Source: an optimization exercise on an open RTL-to-GDS flow (aim: small area, a short achievable clock period and few clock cycles per item). Production flows keep margins and buffers that such runs may drop.
The RTL was checked by simulation tests, not by an equivalence proof against the original design.
Power is estimated from default activity; no workload was simulated.

## flow/design.v (module list and top-level ports; edited modules follow where they fit)
// module cpre_clamp01: 10 lines
// module cpre_rne_shr25n: 19 lines
// module cpre_norm25: 14 lines
// module cpre_hfront: 23 lines
// module cpre_hback: 36 lines
// module cpre_oms: 19 lines
// module cpre_sga_post: 47 lines
// module cpre_chan: 21 lines
// module cpre_postchan: 29 lines
// module cpre_rnd48p: 9 lines
// module cpre_rnd48s: 12 lines
// module cpre_benc: 16 lines
// module cpre_mul24e: 1919 lines
// module cpre_tz24: 11 lines
// module cpre_hsv2rgb: 268 lines
module cpre_hsv2rgb (
    input  wire        clk,
    input  wire        rst,
    input  wire        in_valid,
    output wire        in_ready,
    input  wire [31:0] in_h,
    input  wire [31:0] in_s,
    input  wire [31:0] in_v,
    output reg         out_valid,
    input  wire        out_ready,
    output reg  [15:0] out_r,
    output reg  [15:0] out_g,
    output reg  [15:0] out_b
);
  // ...
==> flow/run.sh <==
#!/bin/bash
# synth_recipe.tcl (not shown) runs the flow's synth.tcl, then flattens the netlist and writes it again
# the make line also repeats each setting of config.mk as NAME=value (left out here)
make -C /OpenROAD-flow-scripts/flow DESIGN_CONFIG=/design/flow/config.mk WORK_HOME=/design/flow/orfs CLKGATE_MAP_FILE= SYNTH_SCRIPT=/design/flow/synth_recipe.tcl finish
==> flow/config.mk <==
export PLATFORM = sky130hd
export DESIGN_NAME = cpre_hsv2rgb
export DESIGN_NICKNAME = cpre_hsv2rgb
export VERILOG_FILES = /design/flow/design.v
export SDC_FILE = /design/flow/constraint.sdc
export NUM_CORES = 4
export LEC_CHECK = 0
export ABC_AREA = 1
export CAP_MARGIN = 20
export CORE_MARGIN = 2
export CORE_UTILIZATION = 65
export SLEW_MARGIN = 20
==> flow/constraint.sdc <==
create_clock -name core_clock -period 30.0 [get_ports {clk}]
set_input_delay 6.0000 -clock core_clock [delete_from_list [all_inputs] [get_ports {clk}]]
set_output_delay 6.0000 -clock core_clock [all_outputs]
set_load 0.01 [all_outputs]
==> reports/qor.tcl, run 1 <==
set qor(switchingPower_uw) 6590
set qor(outcome) {no timing/DRC/antenna violations}
set qor(clkbuf_count) 98
set qor(vias) 92337
set qor(area_share_clock_buf_inv_pct) 2.75
set qor(grt_max_degree) 130
set qor(numPortBuffers) 149
set qor(timing.fmax_mhz) 120
set qor(register_area_um2) 23500
set qor(cts_sinks) 786
set qor(power.total_uw) 11800
set qor(fillerInstances) 11691
set qor(critical_path_data_required_time_ns) 30.43
set qor(chipHeight_um) 391
set qor(critical_path.endpoint_type) {flop}
set qor(detail_route.wirelength_um) 328000
set qor(synthArstFlopShare_pct) 0
set qor(clk-power_uw) 1070
set qor(timing.reg2reg.setup_slack_ns) 21.69
set qor(placed_cell_areas_um2) 100000
set qor(htreeDepth) 3
set qor(synth_adder_area_share_pct) 22.2
set qor(met3_length_um) 44300
set qor(critical_path.startpoint_type) {flop}
set qor(met3_track_utilization_from_global_routing_pct) 12.9
Testbench counts, summed over its fixed seeds: cycles 16,056, items 16,000.
==> module cpre_hfront, before the edit <==
module cpre_hfront (
    input  wire [30:0] h,
    output wire [24:0] r,
    output wire        hi,
    output wire [1:0]  kl,
    output wire [4:0]  d,
    output wire        tiny,
    output wire        near
);
    wire [23:0] m  = {1'b1, h[22:0]};
    wire [25:0] p3 = {2'b00, m} + {1'b0, m, 1'b0};
    assign hi = p3[25];
    wire [23:0] kept = hi ? p3[25:2] : p3[24:1];
    wire        rb   = hi ? p3[1] : p3[0];
    wire        st   = hi ? p3[0] : 1'b0;
    assign r = {1'b0, kept} + {24'd0, rb & (st | kept[0])};
    wire [8:0]  k  = {1'b0, h[30:23]} + {8'd0, hi};
    wire [8:0]  dr = 9'd124 - k;
    assign kl   = k[1:0];
    assign d    = (dr > 9'd31) ? 5'd31 : dr[4:0];
    assign tiny = (h[30:23] <= 8'd98);
    assign near = (k >= 9'd124);
endmodule
==> inputs of run 2 (changes only) <==
--- a/flow/design.v
+++ b/flow/design.v
@@ -57,12 +57,16 @@
     wire        rb   = hi ? p3[1] : p3[0];
     wire        st   = hi ? p3[0] : 1'b0;
     assign r = {1'b0, kept} + {24'd0, rb & (st | kept[0])};
-    wire [8:0]  k  = {1'b0, h[30:23]} + {8'd0, hi};
-    wire [8:0]  dr = 9'd124 - k;
-    assign kl   = k[1:0];
-    assign d    = (dr > 9'd31) ? 5'd31 : dr[4:0];
-    assign tiny = (h[30:23] <= 8'd98);
-    assign near = (k >= 9'd124);
+    wire [7:0]  e   = h[30:23];
+    wire [8:0]  k1  = {1'b0, e} + 9'd1;
+    wire [8:0]  dr0 = 9'd124 - {1'b0, e};
+    wire [8:0]  dr1 = 9'd123 - {1'b0, e};
+    wire [4:0]  d0  = (e > 8'd124 || dr0 > 9'd31) ? 5'd31 : dr0[4:0];
+    wire [4:0]  d1  = (e > 8'd123 || dr1 > 9'd31) ? 5'd31 : dr1[4:0];
+    assign kl   = hi ? k1[1:0] : e[1:0];
+    assign d    = hi ? d1 : d0;
+    assign tiny = (e <= 8'd98);
+    assign near = hi ? (e >= 8'd123) : (e >= 8'd124);
 endmodule
 module cpre_hback (
     input  wire [24:0] r,
--- a/flow/config.mk
+++ b/flow/config.mk
@@ -8,5 +8,5 @@
 export ABC_AREA = 1
 export CAP_MARGIN = 20
 export CORE_MARGIN = 2
-export CORE_UTILIZATION = 65
+export CORE_UTILIZATION = 55
 export SLEW_MARGIN = 20
==> run 2 against run 1 <==
Net effect:
- still clean on timing, DRC and antenna
- wire length is 1.1% lower
- cell area is 0.71% higher
- final cell count is 2.9% higher
- sequential share of layout area is 0.16 points lower
- combinational power is 8.0% higher
- power is 6.9% higher
- first-iteration DRC count is 26% lower
- critical path type unchanged
- critical endpoint is now axn4[22]
- highest routed layer unchanged
==> reports/qor.tcl, run 2 <==
set qor(outcome) {no timing/DRC/antenna violations} ;# unchanged
set qor(post_cts_buffers) 0 ;# unchanged
set qor(numPortBuffers) 149 ;# unchanged
set qor(cts_sinks) 786 ;# unchanged
set qor(holdBufCountCts) 0 ;# unchanged
set qor(period_share_pct) 29.5 ;# was 27.7%
set qor(placementRows) 154 ;# was 141
set qor(critical_path.endpoint_type) {flop} ;# unchanged
set qor(cts-resized-gates) 0 ;# unchanged
set qor(critical_path.startpoint_type) {flop} ;# unchanged
set qor(final_core_utilization_pct) 58.9 ;# was 69.4%
set qor(final_nets) 13508 ;# was 13515
set qor(worst_ep_arrival_time_ns) 9.32 ;# was 8.74 ns
set qor(clk_path_buf_depth) 3 ;# unchanged
set qor(cts.clk_slew.worst_paths_ns) 0.06 ;# about the same
set qor(htreeDepth) 3 ;# unchanged
set qor(post_synthesis_cell_type_count) 79 ;# was 83
set qor(wl_per_cell_um) 22.3 ;# was 23.1 µm
set qor(count_of_state_elements_after_synthesis) 786 ;# unchanged
set qor(design.core.area_um2) 176000 ;# was 148000 µm²
set qor(aggregate_global_routing_overflow) 0 ;# unchanged
set qor(post-synth-top-area-cell) {edfxtp_1} ;# unchanged
set qor(yosys.area.top_type_share_pct) 24.0 ;# unchanged
set qor(power_density_nw_per_um2) 121 ;# was 114 nW/µm²
set qor(synthTopCellsByCount) {nand2_1, inv_1, xor2_1} ;# unchanged
set qor(grt_max_degree) 153 ;# was 130
set qor(max_stage_delay_ns) 0.83 ;# was 0.60 ns
set qor(cts-buffers-inserted) 90 ;# was 85
set qor(largest_regs) {skid x48, se2 x35, ve4 x35} ;# unchanged
set qor(grt_overall_usage_pct) 35.3 ;# was 42.3%
set qor(timing.final.setup_violations) 0 ;# unchanged
set qor(postSynth.topFlopCell) {edfxtp_1} ;# unchanged
set qor(leakage_dissipation_uw) 0.0478 ;# was 0.0473 µW
set qor(multi_input_comb_area_um2) 63900 ;# about the same
set qor(avgSynthCellArea_um2) 7.91 ;# was 7.88 µm²
set qor(worst_hold_path_type) {reg -> reg} ;# unchanged
set qor(hold_path_startpoint) {v2[17]} ;# was v1[26]
set qor(vias) 88486 ;# was 92337
set qor(synth.yosys.warnings) 7 ;# unchanged
set qor(drt_first_pass_iters) 8 ;# was 14
set qor(holdPathEnd) {v3[17]} ;# was v2[26]
set qor(reg_to_reg_critical_path_endpoint) {axn4[22]} ;# was axn4[12]
set qor(synthArstFlopShare_pct) 0 ;# unchanged
set qor(drcViolationCount) 0 ;# unchanged
set qor(route.antenna.remaining_nets) 0 ;# unchanged
set qor(fillerInstances) 16042 ;# was 11691
set qor(max-cap-violations) 0 ;# unchanged
set qor(hold_viol) 0 ;# unchanged
set qor(final_layout_size_suffix_gt1_share_pct) 4.58 ;# was 4.11%
set qor(synth_area_um2) 97300 ;# unchanged
set qor(critical_path.reg2reg.startpoint) {gpm3[47]} ;# unchanged
set qor(relSlewSlack_pct) 19.6 ;# was 16.1%
set qor(largest_register_ff_count) 48 ;# unchanged
set qor(cts_tree) {done} ;# unchanged
set qor(place.detailed.instances) 14394 ;# was 13997
set qor(cts_root_buf) {clkbuf_16} ;# unchanged
set qor(final_common_cell) {nand2_1} ;# unchanged
set qor(hold-path-cell-count) 0 ;# unchanged
set qor(post-synth-top-count-cell) {nand2_1} ;# unchanged
set qor(postSynthCellCount) 12307 ;# was 12345
set qor(dp_hpwl_um) 241000 ;# about the same
set qor(clock_insertion_delay_at_the_later_pin_of_the_skew_report_ns) 0.74 ;# was 0.75 ns
set qor(stdcell_count) 14563 ;# was 14158
set qor(die-area_um2) 180000 ;# was 153000 µm²
set qor(synth_edf_count) 777 ;# unchanged
set qor(num_io_pins) 150 ;# unchanged
set qor(vdd_drop_max_v) 0.000201 ;# was 0.000185 V
set qor(routabilityCongestion) 0.977 ;# was 1.04
set qor(unrepaired_setup_endpoints_after_global_routing) {false} ;# unchanged
set qor(grt_pass1_wl_um) 500000 ;# was 505000 µm
set qor(path_max_fanout) 45 ;# was 43
set qor(register_area_um2) 23500 ;# unchanged
set qor(synth.top_cells.by_area) {edfxtp_1, fa_1, xor2_1} ;# unchanged
set qor(tightestPinTransition_ns) 1.20 ;# was 1.26 ns
set qor(timing.fmax_mhz) 113 ;# was 120 MHz
set qor(highest_count_cells_in_the_layout_ignoring_fill_and_taps) {nand2_1, inv_1, xor2_1} ;# unchanged
set qor(reg2reg_depth) 35 ;# was 36
set qor(antenna_found_initial) 3 ;# was 18
set qor(critical_path.slowest_cell) {nor2_1} ;# was nor2_4
set qor(vias_per_cell) 6.08 ;# was 6.52
set qor(die-width_um) 425 ;# was 391 µm
set qor(finClkSkew_ns) 0.0445 ;# was 0.0781 ns
set qor(final.min_clock_period_ns) 8.86 ;# was 8.31 ns
set qor(report.final.slew_viol_count) 0 ;# unchanged
set qor(largest-register) {skid} ;# unchanged
set qor(timing.reg2reg.setup_slack_ns) 21.14 ;# was 21.69 ns
set qor(critical_path_data_required_time_ns) 30.47 ;# was 30.43 ns
set qor(worstSetupPathType) {reg -> reg} ;# unchanged
set qor(dr.first_iter.drc_count) 9523 ;# was 12871
set qor(synthToLayoutAreaGrowth_pct) 6.51 ;# was 5.75%
set qor(chipHeight_um) 425 ;# was 391 µm
set qor(detail_route.wirelength_um) 324000 ;# was 328000 µm
set qor(final.setup.tns_ns) 0 ;# unchanged
set qor(first_global_vias) 87139 ;# was 91370
set qor(initial_utilization_pct) 55.3 ;# was 65.7%
set qor(ys_seq_area_share_pct) 24.2 ;# unchanged
## run 2: changes by cell type after synthesis, moves of 13 or more
cell     before   now
nand3_1     767   841
o21ai_0     589   543
xor2_1     1060  1085
nor3_1      131    97
o21ai_2       5    24
o21ai_1     103    72
o21a_1       29    16
a31oi_1      52    36
a21oi_1     422   448
nor2_1      776   699
nand2_1    2133  2184
## run 2: cell type report
| type | instances | area share (%) |
|---|---|---|
| multi-input cells | 8942 | 61.6 |
| flip-flops and latches | 786 | 22.7 |
| inverters | 1998 | 7.24 |
| well taps | 2340 | 2.82 |
| repair buffers | 329 | 2.76 |
| clock buffers | 107 | 2.23 |
| clock inverters | 58 | 0.622 |
| diodes | 3 | 0.00724 |
## run 2: worst max-delay path by stage
stage	from	endpoint	slack, ns
floorplan	skid_v	out_b[0]	11.66
global placement	gpm3[47]	axn4[22]	21.29
detailed placement	gpm3[47]	axn4[22]	21.33
CTS	gpm3[47]	axn4[1]	21.26
global route	gpm3[47]	axn4[17]	20.12
finish	gpm3[47]	axn4[22]	21.14
## run 2: where the power goes
part	switching [µW]	total, µW	internal (µW)
clock	483	1110	623
combinational	6360	9690	3330
sequential	110	1770	1660
total	6950	12600	5620
## run 2: per-stage QoR
step	worst slack (ns)	power [µW]	area, µm²	hold WS (ns)
floorplan	11.66	8730	97300	0.400
global placement	21.29	11100	101000	0.401
detailed placement	21.33	11200	101000	0.405
CTS	21.26	12400	104000	0.401
global route	20.12	13800	104000	0.417
finish	21.14	12600	104000	0.401
## run 2: per-layer routing
layer	global-route usage, %	wire length [µm]	up-vias
li1	-	-	40565
met1	47.0	130000	42062
met2	55.1	143000	4822
met3	7.33	32900	1035
met4	16.9	17900	2
met5	0	15	-
## run 2: worst max-delay path: cells and delay by family, from the launching register on
kind / cells / cell delay [ns]
DFF: 1 / 0.35
buffers and inverters: 7 / 1.67
AOI/OAI and AO/OA: 7 / 1.10
adders and majority gates: 4 / 1.11
xor gates and xnor gates: 1 / 0.17
and+or+nand+nor: 16 / 4.16
## run 2: cell families after synthesis
group / share of synthesized area (%)
buffers and inverters: 10.2
AO/OA/AOI/OAI: 13.7
AND/OR/NAND/NOR: 18.9
XOR/XNOR: 10.5
other: 0.00385
multiplexers: 0.267
flip-flops: 24.2
adder cells (fa/ha/maj): 22.2
Testbench counts of run 2, summed over its fixed seeds: cycles 16,056, items 16,000.
==> module cpre_hsv2rgb, before the edit <==
module cpre_hsv2rgb (
    input  wire        clk,
    input  wire        rst,
    input  wire        in_valid,
    output wire        in_ready,
    input  wire [31:0] in_h,
    input  wire [31:0] in_s,
    input  wire [31:0] in_v,
    output reg         out_valid,
    input  wire        out_ready,
    output reg  [15:0] out_r,
    output reg  [15:0] out_g,
    output reg  [15:0] out_b
);
    reg  skid_v;
    reg  rdy;                    
    wire adv = !skid_v;
    assign in_ready = rdy;
    reg vld0, vld1, vld2, vld3, vld4, vld5;
    reg [31:0] ih0, is0, iv0;
    always @(posedge clk)
        if (adv) begin
            ih0 <= in_h;
            is0 <= in_s;
            iv0 <= in_v;
        end
    wire [30:0] h0, s0, v0;
    cpre_clamp01 u_ch (.a(ih0), .y(h0));
    cpre_clamp01 u_cs (.a(is0), .y(s0));
    cpre_clamp01 u_cv (.a(iv0), .y(v0));
    wire [24:0] hr_w;
    wire        hhi_w;
    wire [1:0]  hkl_w;
    wire [4:0]  hd_w;
    wire        htiny_w, hnear_w;
    cpre_hfront u_hf (.h(h0), .r(hr_w), .hi(hhi_w), .kl(hkl_w), .d(hd_w),
                      .tiny(htiny_w), .near(hnear_w));
    wire [23:0] asn_w;
    wire [4:0]  lzp_w;
    wire        asz_w;
    cpre_oms  u_oms (.s(s0), .an(asn_w), .lz(lzp_w), .zero(asz_w));
    wire [38:0] ve_w1;
    cpre_benc u_ev1 (.b({1'b1, v0[22:0]}), .e(ve_w1));
    wire [4:0]  tzv_w;
    cpre_tz24 u_tzv (.m({1'b1, v0[22:0]}), .tz(tzv_w));
    reg [24:0] hr1;
    reg [1:0]  hkl1;
    reg [4:0]  hd1;
    reg        htiny1, hnear1;
    reg [23:0] asn1;
    reg [38:0] ve1;
    reg [4:0]  tzv1;
    reg [4:0]  lzp1;
    reg        zp1;
    reg [30:0] s1, v1;
    always @(posedge clk)
        if (adv) begin
            hr1    <= hr_w;
            hkl1   <= hkl_w;
            hd1    <= hd_w;
            htiny1 <= htiny_w;
            hnear1 <= hnear_w;
            asn1 <= asn_w;
            ve1  <= ve_w1;
            tzv1 <= tzv_w;
            lzp1 <= lzp_w;
            zp1  <= asz_w || (v0[30:23] == 8'd0);
            s1   <= s0;
            v1   <= v0;
        end
    wire [2:0]  sec_w;
    wire [23:0] gn_w;
    wire [4:0]  lzg_w;
    wire        gz_w;
    cpre_hback u_hb (.r(hr1), .kl(hkl1), .d(hd1), .tiny(htiny1), .near(hnear1),
                     .sector(sec_w), .gn(gn_w), .lz(lzg_w), .gz(gz_w));
    wire [47:22] pmp;
    cpre_mul24e u_mp (.a(asn1), .e(ve1), .y(pmp));
    wire [4:0]  tzap;
    cpre_tz24 u_tzap (.m(asn1), .tz(tzap));
    wire        pih_w, pil_w;
    cpre_rnd48p u_rp (.p(pmp), .st21(({1'b0, tzap} + {1'b0, tzv1}) < 6'd22),
                      .inc_hi(pih_w), .inc_lo(pil_w));
    wire [38:0] se_w;
    cpre_benc u_es (.b({1'b1, s1[22:0]}), .e(se_w));
    wire [4:0]  tzs_w;
    cpre_tz24 u_tzs (.m({1'b1, s1[22:0]}), .tz(tzs_w));
    reg [2:0]   sec2;
    reg [23:0]  gn2;
    reg [4:0]   lzg2;
    reg         zg2;
    reg [38:0]  se2;
    reg [4:0]   tzs2;
    reg [7:0]   es2;
    reg [30:0]  v2;
    reg [47:22] ppm2;
    reg         pih2, pil2;
    reg [4:0]   lzp2;
    reg         zp2;
    always @(posedge clk)
        if (adv) begin
            sec2 <= sec_w;
            gn2  <= gn_w;
            lzg2 <= lzg_w;
            zg2  <= (s1[30:23] == 8'd0) || gz_w;
            se2  <= se_w;
            tzs2 <= tzs_w;
            es2  <= s1[30:23];
            v2   <= v1;
            ppm2 <= pmp;
            pih2 <= pih_w;
            pil2 <= pil_w;
            lzp2 <= lzp1;
            zp2  <= zp1;
        end
    wire [47:22] pmg;
    cpre_mul24e u_mg (.a(gn2), .e(se2), .y(pmg));
    wire [4:0]  tzag;
    cpre_tz24 u_tzag (.m(gn2), .tz(tzag));
    wire        gih_w, gil_w;
    cpre_rnd48p u_rg (.p(pmg), .st21(({1'b0, tzag} + {1'b0, tzs2}) < 6'd22),
                      .inc_hi(gih_w), .inc_lo(gil_w));
    wire [15:0]       cp_w;
    wire [23:0] pkept2;
    wire        pinc2, phi2;
    cpre_rnd48s u_sp (.p(ppm2), .inc_hi(pih2), .inc_lo(pil2), .kept(pkept2), .inc(pinc2), .hi(phi2));
    cpre_postchan u_pp (.kept(pkept2), .inc(pinc2), .hi(phi2), .e(v2[30:23]), .lz(lzp2), .zero(zp2),
                        .c(cp_w));
    reg [2:0]   sec3;
    reg [47:22] gpm3;
    reg         gih3, gil3;
    reg [4:0]   lzg3;
    reg         zg3;
    reg [7:0]   es3;
    reg [30:0]  v3;
    reg [15:0]  cp3;
    always @(posedge clk)
        if (adv) begin
            sec3 <= sec2;
            gpm3 <= pmg;
            gih3 <= gih_w;
            gil3 <= gil_w;
            lzg3 <= lzg2;
            zg3  <= zg2;
            es3  <= es2;
            v3   <= v2;
            cp3  <= cp_w;
        end
    wire [23:0] axn;
    wire [4:0]  lzx;
    wire        axz;
    wire [23:0] gkept3;
    wire        ginc3, ghi3;
    cpre_rnd48s u_sg (.p(gpm3), .inc_hi(gih3), .inc_lo(gil3), .kept(gkept3), .inc(ginc3), .hi(ghi3));
    cpre_sga_post u_sgp (.kept(gkept3), .inc(ginc3), .hi(ghi3), .e(es3), .lz(lzg3), .zero(zg3),
                         .an(axn), .alz(lzx), .az(axz));
    wire [38:0] ve_w;
    cpre_benc u_ev (.b({1'b1, v3[22:0]}), .e(ve_w));
    wire [4:0]  tzv4_w;
    cpre_tz24 u_tzv4 (.m({1'b1, v3[22:0]}), .tz(tzv4_w));
    wire [15:0] cv_w;
    cpre_chan u_chv (.ym({1'b1, v3[22:0]}), .ye($signed({2'b00, v3[30:23]})),
                     .yz(v3[30:23] == 8'd0), .c(cv_w));
    reg [2:0]  sec4;
    reg [23:0] axn4;
    reg [4:0]  lzx4;
    reg        zx4;
    reg [38:0] ve4;
    reg [4:0]  tzv4;
    reg [7:0]  ev4;
    reg [15:0] cv4, cp4;
    always @(posedge clk)
        if (adv) begin
            sec4 <= sec3;
            axn4 <= axn;
            lzx4 <= lzx;
            zx4  <= axz || (v3[30:23] == 8'd0);
            ve4  <= ve_w;
            tzv4 <= tzv4_w;
            ev4  <= v3[30:23];
            cv4  <= cv_w;
            cp4  <= cp3;
        end
    wire [47:22] pmx;
    cpre_mul24e u_mx (.a(axn4), .e(ve4), .y(pmx));
    wire [4:0]  tzax;
    cpre_tz24 u_tzax (.m(axn4), .tz(tzax));
    wire        xih_w, xil_w;
    cpre_rnd48p u_rx (.p(pmx), .st21(({1'b0, tzax} + {1'b0, tzv4}) < 6'd22),
                      .inc_hi(xih_w), .inc_lo(xil_w));
    reg [8:0] sel_w;
    always @(*) begin
        case (sec4)
            3'd0:    sel_w = 9'b100_001_010;    
            3'd1:    sel_w = 9'b001_100_010;    
            3'd2:    sel_w = 9'b010_100_001;    
            3'd3:    sel_w = 9'b010_001_100;    
            3'd4:    sel_w = 9'b001_010_100;    
            default: sel_w = 9'b100_010_001;    
        endcase
    end
    reg [8:0]   sel5;
    reg [47:22] xpm5;
    reg         xih5, xil5;
    reg [4:0]   lzx5;
    reg         zx5;
    reg [7:0]   ev5;
    reg [15:0]  cv5, cp5;
    always @(posedge clk)
        if (adv) begin
            sel5 <= sel_w;
            xpm5 <= pmx;
            xih5 <= xih_w;
            xil5 <= xil_w;
            lzx5 <= lzx4;
            zx5  <= zx4;
            ev5  <= ev4;
            cv5  <= cv4;
            cp5  <= cp4;
        end
    wire [15:0]       cx_w;
    wire [23:0] xkept5;
    wire        xinc5, xhi5;
    cpre_rnd48s u_sx (.p(xpm5), .inc_hi(xih5), .inc_lo(xil5), .kept(xkept5), .inc(xinc5), .hi(xhi5));
    cpre_postchan u_px (.kept(xkept5), .inc(xinc5), .hi(xhi5), .e(ev5), .lz(lzx5), .zero(zx5),
                        .c(cx_w));
    wire [8:0]  sel = sel5 & {9{!skid_v}};
    wire [15:0] r_w = ({16{sel[8]}} & cv5) | ({16{sel[7]}} & cp5) | ({16{sel[6]}} & cx_w)
                    | ({16{skid_v}} & skid[47:32]);
    wire [15:0] g_w2 = ({16{sel[5]}} & cv5) | ({16{sel[4]}} & cp5) | ({16{sel[3]}} & cx_w)
                    | ({16{skid_v}} & skid[31:16]);
    wire [15:0] b_w = ({16{sel[2]}} & cv5) | ({16{sel[1]}} & cp5) | ({16{sel[0]}} & cx_w)
                    | ({16{skid_v}} & skid[15:0]);
    reg [47:0] skid;
    wire arrive   = adv && vld5;
    wire out_free = !out_valid || out_ready;
    always @(posedge clk) begin
        if (skid_v ? out_ready : (arrive && out_free))
            {out_r, out_g, out_b} <= {r_w, g_w2, b_w};
        if (arrive && !out_free)
            skid <= {r_w, g_w2, b_w};
    end
    wire skid_n = skid_v ? !out_ready : (arrive && !out_free);
    always @(posedge clk) begin
        if (rst) begin
            vld0 <= 1'b0; vld1 <= 1'b0; vld2 <= 1'b0;
            vld3 <= 1'b0; vld4 <= 1'b0; vld5 <= 1'b0;
            skid_v    <= 1'b0;
            rdy       <= 1'b1;
            out_valid <= 1'b0;
        end else begin
            if (adv) begin
                vld0 <= in_valid;
                vld1 <= vld0;
                vld2 <= vld1;
                vld3 <= vld2;
                vld4 <= vld3;
                vld5 <= vld4;
            end
            skid_v <= skid_n;
            rdy    <= !skid_n;
            if (!skid_v) begin
                if (arrive && out_free) out_valid <= 1'b1;
                else if (out_ready)     out_valid <= 1'b0;
            end
        end
    end
endmodule
==> inputs of run 3 (changes only) <==
--- a/flow/design.v
+++ b/flow/design.v
@@ -2206,17 +2206,17 @@
     wire adv = !skid_v;
     assign in_ready = rdy;
     reg vld0, vld1, vld2, vld3, vld4, vld5;
-    reg [31:0] ih0, is0, iv0;
+    wire [30:0] h_c, s_c, v_c;
+    cpre_clamp01 u_ch (.a(in_h), .y(h_c));
+    cpre_clamp01 u_cs (.a(in_s), .y(s_c));
+    cpre_clamp01 u_cv (.a(in_v), .y(v_c));
+    reg [30:0] h0, s0, v0;
     always @(posedge clk)
         if (adv) begin
-            ih0 <= in_h;
-            is0 <= in_s;
-            iv0 <= in_v;
+            h0 <= h_c;
+            s0 <= s_c;
+            v0 <= v_c;
         end
-    wire [30:0] h0, s0, v0;
-    cpre_clamp01 u_ch (.a(ih0), .y(h0));
-    cpre_clamp01 u_cs (.a(is0), .y(s0));
-    cpre_clamp01 u_cv (.a(iv0), .y(v0));
     wire [24:0] hr_w;
     wire        hhi_w;
     wire [1:0]  hkl_w;
==> run 3 against run 2 <==
Net effect:
- still clean
- sequential cell count decreased by 3
- worst setup slack improved by 0.84 ns
- maximum frequency increased by 10%
- cell area decreased by 0.45%
- final cell count decreased by 0.14%
- critical path type unchanged
- largest power group unchanged
- highest routed layer is now met4
==> reports/qor.tcl, run 3 <==
set qor(outcome) {no timing/DRC/antenna violations} ;# unchanged
set qor(dp_hpwl_um) 243000 ;# was 241000 µm
set qor(synthToLayoutAreaGrowth_pct) 6.57 ;# was 6.51%
set qor(report.final.slew_viol_count) 0 ;# unchanged
set qor(synthArstFlopShare_pct) 0 ;# unchanged
set qor(vias) 88315 ;# was 88486
set qor(first_global_vias) 87408 ;# was 87139
set qor(synth.top_cells.by_area) {edfxtp_1, fa_1, xor2_1} ;# unchanged
set qor(route.antenna.remaining_nets) 0 ;# unchanged
set qor(n_antenna_cell) 0 ;# was 3
set qor(path_max_fanout) 35 ;# was 45
set qor(power.total_uw) 12700 ;# was 12600 µW
set qor(wl_per_cell_um) 22.4 ;# was 22.3 µm
set qor(cts-resized-gates) 0 ;# unchanged
set qor(leakage_dissipation_uw) 0.0470 ;# was 0.0478 µW
set qor(synth_area_um2) 96800 ;# was 97300 µm²
set qor(relSlewSlack_pct) 21.4 ;# was 19.6%
set qor(drt_first_pass_iters) 7 ;# was 8
set qor(final_layout_size_suffix_gt1_share_pct) 4.08 ;# was 4.58%
set qor(largest_register_ff_count) 48 ;# unchanged
set qor(cts-buffers-inserted) 88 ;# was 90
set qor(unrepaired_setup_endpoints_after_global_routing) {false} ;# unchanged
set qor(yosys.area.top_type_share_pct) 24.0 ;# about the same
set qor(clock_insertion_delay_at_the_later_pin_of_the_skew_report_ns) 0.72 ;# was 0.74 ns
set qor(grt_pass1_wl_um) 503000 ;# was 500000 µm
set qor(post_synthesis_cell_type_count) 76 ;# was 79
set qor(die-width_um) 424 ;# was 425 µm
set qor(numPortBuffers) 149 ;# unchanged
set qor(postSynthCellCount) 12308 ;# was 12307
set qor(cts_tree) {done} ;# unchanged
set qor(initial_utilization_pct) 55.5 ;# was 55.3%
set qor(largest-register) {skid} ;# unchanged
set qor(clk_path_buf_depth) 3 ;# unchanged
set qor(critical_path.startpoint_type) {flop} ;# unchanged
set qor(htreeDepth) 3 ;# unchanged
set qor(vias_per_cell) 6.07 ;# was 6.08
set qor(synth.yosys.warnings) 7 ;# unchanged
set qor(dr.first_iter.drc_count) 9953 ;# was 9523
set qor(grt_max_degree) 202 ;# was 153
set qor(synthTopCellsByCount) {nand2_1, inv_1, xor2_1} ;# unchanged
set qor(hold_viol) 0 ;# unchanged
set qor(timing.fmax_mhz) 125 ;# was 113 MHz
set qor(grt_overall_usage_pct) 35.8 ;# was 35.3%
set qor(ys_seq_area_share_pct) 24.2 ;# about the same
set qor(cpMostUsedCell) {nand2_1}
set qor(num_io_pins) 150 ;# unchanged
set qor(placementRows) 153 ;# was 154
set qor(post_cts_buffers) 0 ;# unchanged
set qor(cts_root_buf) {clkbuf_16} ;# unchanged
set qor(worst_ep_arrival_time_ns) 8.45 ;# was 9.32 ns
set qor(detail_route.wirelength_um) 326000 ;# was 324000 µm
set qor(routabilityCongestion) 0.987 ;# was 0.977
set qor(power_density_nw_per_um2) 123 ;# was 121 nW/µm²
set qor(aggregate_global_routing_overflow) 0 ;# unchanged
set qor(count_of_state_elements_after_synthesis) 783 ;# was 786
set qor(antenna_found_initial) 0 ;# was 3
set qor(postSynth.topFlopCell) {edfxtp_1} ;# unchanged
set qor(post-synth-top-count-cell) {nand2_1} ;# unchanged
set qor(chipHeight_um) 424 ;# was 425 µm
set qor(period_share_pct) 26.7 ;# was 29.5%
set qor(finClkSkew_ns) 0.0442 ;# was 0.0445 ns
set qor(synth_edf_count) 774 ;# was 777
set qor(largest_regs) {skid x48, se2 x35, ve4 x35} ;# unchanged
set qor(cts_sinks) 783 ;# was 786
set qor(highest_count_cells_in_the_layout_ignoring_fill_and_taps) {nand2_1, inv_1, xor2_1} ;# unchanged
set qor(max_stage_delay_ns) 1.02 ;# was 0.83 ns
set qor(cts.clk_slew.worst_paths_ns) 0.07 ;# was 0.06 ns
set qor(final_common_cell) {nand2_1} ;# unchanged
set qor(timing.final.setup_violations) 0 ;# unchanged
set qor(tightestPinTransition_ns) 1.17 ;# was 1.20 ns
set qor(critical_path.endpoint_type) {flop} ;# unchanged
set qor(final.min_clock_period_ns) 8.02 ;# was 8.86 ns
set qor(final.setup.tns_ns) 0 ;# unchanged
set qor(max-cap-violations) 0 ;# unchanged
set qor(final_nets) 13507 ;# was 13508
set qor(post-synth-top-area-cell) {edfxtp_1} ;# unchanged
set qor(worst_hold_path_type) {reg -> reg} ;# unchanged
set qor(vdd_drop_max_v) 0.000165 ;# was 0.000201 V
set qor(drcViolationCount) 0 ;# unchanged
set qor(holdBufCountCts) 0 ;# unchanged
set qor(worstSetupPathType) {reg -> reg} ;# unchanged
set qor(critical_path_data_required_time_ns) 30.43 ;# was 30.47 ns
set qor(avgSynthCellArea_um2) 7.87 ;# was 7.91 µm²
set qor(die-area_um2) 179000 ;# was 180000 µm²
set qor(design.core.area_um2) 174000 ;# was 176000 µm²
set qor(critical_path.slowest_cell) {edfxtp_1} ;# was nor2_1
-- run 3: critical path: cells and delay by family, from the launching register on --
kind                     cells  cell delay, ns
AO/OA/AOI/OAI                2            0.80
XOR/XNOR                     1            0.17
adder cells (fa/ha/maj)      3            1.30
buffers and inverters        5            1.30
flip-flops                   1            1.02
AND/OR/NAND/NOR             23            3.09
-- run 3: cell type report --
cell class	instances	area [µm²]
Sequential cell	783	23400
Multi-Input combinational cell	8918	63400
Fill cell	15962	71200
Timing Repair Buffer	316	2790
Clock inverter	57	661
Clock buffer	101	2270
Inverter	2043	7680
Tap cell	2325	2910
-- run 3: cells by family after synthesis --
logic type / Yosys count / synth area share [%]
XOR/XNOR: 1165 / 10.5
AND/OR/NAND/NOR: 4067 / 17.9
adder cells (fa/ha/maj): 1257 / 22.3
flip-flops: 783 / 24.2
other: 1 / 0.00387
multiplexers: 17 / 0.176
AO/OA/AOI/OAI: 2409 / 14.6
buffers and inverters: 2609 / 10.3
-- run 3: routing by layer --
layer  part of all wire (%)  wire (µm)  GRT usage [%]
met4                    6.3      20400           19.0
met1                     39     127000           45.4
met3                    9.8      31900           7.87
met2                     45     147000           57.2
met5                      0          0              0
-- run 3: power breakdown --
group	internal, µW	switching (µW)
registers	1640	127
logic	3290	6490
clock network	643	465
-- run 3: final timing paths --
path / startpoint / endpoint / slack (ns) / cells past startpoint
max: xpm5[47] / out_r[3] / 21.98 / 34
min: cv4[12] / cv5[12] / 0.40 / 0
max reg2reg: xpm5[47] / out_r[3] / 21.98 / 34
min reg2reg: cv4[12] / cv5[12] / 0.40 / 0
-- run 3: metrics by stage --
stage / hold WS, ns / instances / worst slack, ns / area, µm² / utilization (%)
after detailed placement: 0.405 / 14384 / 21.77 / 100000 / 57.5
after floorplan: 0.400 / 12310 / 0.0533 / 96800 / -
after CTS: 0.416 / 14542 / 22.10 / 103000 / 59.1
final: 0.405 / 14543 / 21.98 / 103000 / 59.2
after global placement: 0.401 / 14384 / 21.80 / 100000 / 57.5
after global routing: 0.422 / 14543 / 21.11 / 103000 / 59.2
Testbench counts of run 3, summed over its fixed seeds: cycles 16,056, items 16,000.

[port drivers added, routing unchanged]
No port has a modelled driver above. Below, the same layouts with a new extraction and two added sets of constraints.
Step 1, drivers: a clkbuf_16 drives clk and a buf_2 each remaining input, both assumed.
Step 2, shift: input delay + t, output delay - t, t = (earliest + latest rising clock arrival at the registers) / 2. This alone moves slack from input paths to output paths.
Slacks: ideal ports / drivers / drivers and shift; pairs: ideal ports / drivers.
run	shift t [ns]	setup WS [ns]	worst hold slack (ns)	worst setup path at the end	worst slew at a driven data input, ns
run 1	0.800	21.694 / 21.694 / 21.694	0.345 / 0.345 / 0.345	register to register	0.17
run 2	0.804	21.142 / 21.142 / 21.142	0.401 / 0.401 / 0.401	register to register	0.09
run 3	0.793	21.982 / 21.982 / 21.777	0.405 / 0.405 / 0.405	input to register	0.05
After both steps every run listed still meets setup and hold. The setup slack of run 3, which loses most, moves by 0.000 ns with the drivers and by -0.205 ns with both steps.
